What follows belongs to an exercise in optimizing a design on an open flow for small area, a short achievable clock period and few clock cycles; a production flow would make more cautious choices.
The RTL was checked by simulation tests, not by an equivalence proof against the original design.

Setup of delta:
// rpy_core
module rpy_core (
    input  wire        clk,
    input  wire        rst,
    output wire [31:0] imem_addr,
    input  wire [31:0] imem_rdata,
    output wire [31:0] dmem_addr,
    output wire [3:0]  dmem_wstrb,
    output wire [31:0] dmem_wdata,
    input  wire [31:0] dmem_rdata,
    output wire        done,
    output wire        fault,
    output wire [2:0]  fault_cause,
    output wire [31:0] fault_pc,
    output wire [31:0] fault_info,
    input  wire [4:0]  dbg_raddr,
    output wire [31:0] dbg_rdata
);
Size: roughly 6,000 cells after synthesis, about 1,200 flip-flops, about 270 I/O pins.
clock: 12.0 ns
lec_check: 0
cap_margin: 20
core_margin: 2
core_utilization: 30
cts_cluster_diameter: 80
cts_cluster_size: 24
gpl_routability_driven: 1
place_density: 0.45
setup_slack_margin: 5
slew_margin: 20
synth_hierarchical: 1
synth_minimum_keep_size: 0
standard.sh (not shown) runs the stock make flow with config.mk's settings and CLKGATE_MAP_FILE= SYNTH_SCRIPT=/design/flow/synth_recipe.tcl, a recipe that flattens the netlist after the stock synthesis.
==> flow/flow/run.sh <==
#!/bin/bash
set -euo pipefail
bash standard.sh \
  "BUFFER_PORTS_ARGS=-buffer_cell sky130_fd_sc_hd__buf_1" \
  "CTS_ARGS=-sink_clustering_enable -repair_clock_nets -sink_clustering_size 24 -sink_clustering_max_diameter 80 -dont_use_dummy_load" \
  finish > standard_flow.log 2>&1
Testbench counts of delta, summed over its fixed seeds: cycles 165,346.
Input changes introduced in amber (baseline for comparison: delta):
-- flow/design.v --
<<< delta, line 51
    wire d_zero = (ir == 32'd0);
    wire d_ill  = !(d_r || d_i || d_ld || d_st || d_br || d_zero);
    wire [4:0]    ra = run ? rs1 : dbg_raddr;
    wire [1023:0] rflat;
    genvar g;
>>> amber, line 51
    wire d_zero = (ir == 32'd0);
    wire d_ill  = !(d_r || d_i || d_ld || d_st || d_br || d_zero);
    wire [31:0] hot_a;
    wire [31:0] hot_b;
    rpy_dec2 u_deca (.sel_a(rs1), .en_a(run), .sel_b(dbg_raddr), .en_b(!run), .hot(hot_a));
    rpy_dec1 u_decb (.sel(rs2), .hot(hot_b));
    wire [1023:0] rflat;
    genvar g;
<<< delta, line 64
    endgenerate
    wire [31:0] rfa, rfb;
    rpy_rfread u_rda (.q(rflat), .sel(ra),  .y(rfa));
    rpy_rfread u_rdb (.q(rflat), .sel(rs2), .y(rfb));
    assign dbg_rdata = rfa;
    reg        ev;
>>> amber, line 67
    endgenerate
    wire [31:0] rfa, rfb;
    rpy_rfread u_rda (.q(rflat), .hot(hot_a), .y(rfa));
    rpy_rfread u_rdb (.q(rflat), .hot(hot_b), .y(rfb));
    assign dbg_rdata = rfa;
    reg        ev;
<<< delta, line 184
    assign fault_info  = f_info;
endmodule
module rpy_rfread (
    input  wire [1023:0] q,
    input  wire [4:0]    sel,
    output wire [31:0]   y
);
    wire [31:0] hot = 32'd1 << sel;
    reg  [31:0] acc;
    integer k;
>>> amber, line 187
    assign fault_info  = f_info;
endmodule
module rpy_dec2 (
    input  wire [4:0]  sel_a,
    input  wire        en_a,
    input  wire [4:0]  sel_b,
    input  wire        en_b,
    output wire [31:0] hot
);
    assign hot = ((32'd1 << sel_a) & {32{en_a}}) | ((32'd1 << sel_b) & {32{en_b}});
endmodule
module rpy_dec1 (
    input  wire [4:0]  sel,
    output wire [31:0] hot
);
    assign hot = 32'd1 << sel;
endmodule
module rpy_rfread (
    input  wire [1023:0] q,
    input  wire [31:0]   hot,
    output wire [31:0]   y
);
    reg  [31:0] acc;
    integer k;
[summary]
amber: global routing met3 resource utilization is 6.9 points lower than what delta reported. On fraction of area in clock buffers and inverters, delta tracks amber almost exactly. [amber] number of cells on the worst reg-to-reg path rose 1 relative to delta. The fraction of standard cell area in multi-input logic number comes out lower for amber vs delta. From amber to delta, number of top-level pins did not move at all. Between amber and delta, the met1 layer wirelength in the final routing is higher for delta. delta -> amber: non-clock inverter count in the final layout increased by a little under 10%. Diff amber and delta: number of cells upsized or downsized after cts higher in delta. Compared with delta, amber shows instance area at placement that has gone down by a few percent. Last weighted congestion value of the routability-driven placer, amber and delta: larger value in delta. Relative to delta, width of the die has gone down in amber. The post-synthesis net count number comes out higher for delta vs amber.
Testbench counts of amber, summed over its fixed seeds: cycles 165,346.

==> afterwards: timing with drivers on the ports <==
In the flow no input, the clock included, has a driving cell. The finished layouts below were timed again as built, in two steps.
Step 1 assumes that a clkbuf_16 drives the clock port and a buf_2 every other input.
Step 2 moves the port delays by t, midway between the first and last clock arrival at a register: inputs arrive t later, outputs are due t later. That takes back most of the time a late clock gives input paths.
Slacks: no drivers / after step 1 / after step 2; pairs: no drivers / after step 1.
| run | t, ns | slack for setup (ns) | hold slack, ns | worst register clock-pin slew, ns | cell pins on the clock port's net |
|---|---|---|---|---|---|
| delta | 0.843 | 4.558 / 4.473 / 4.473 | 0.427 / 0.427 / 0.427 | 0.10 / 0.10 | 1 |
| amber | 0.837 | 4.822 / 4.615 / 4.615 | 0.490 / 0.490 / 0.490 | 0.10 / 0.10 | 1 |
After both steps every run listed still meets setup and hold. The setup slack of amber, which loses most, moves by -0.207 ns with the drivers and by -0.207 ns with both steps.
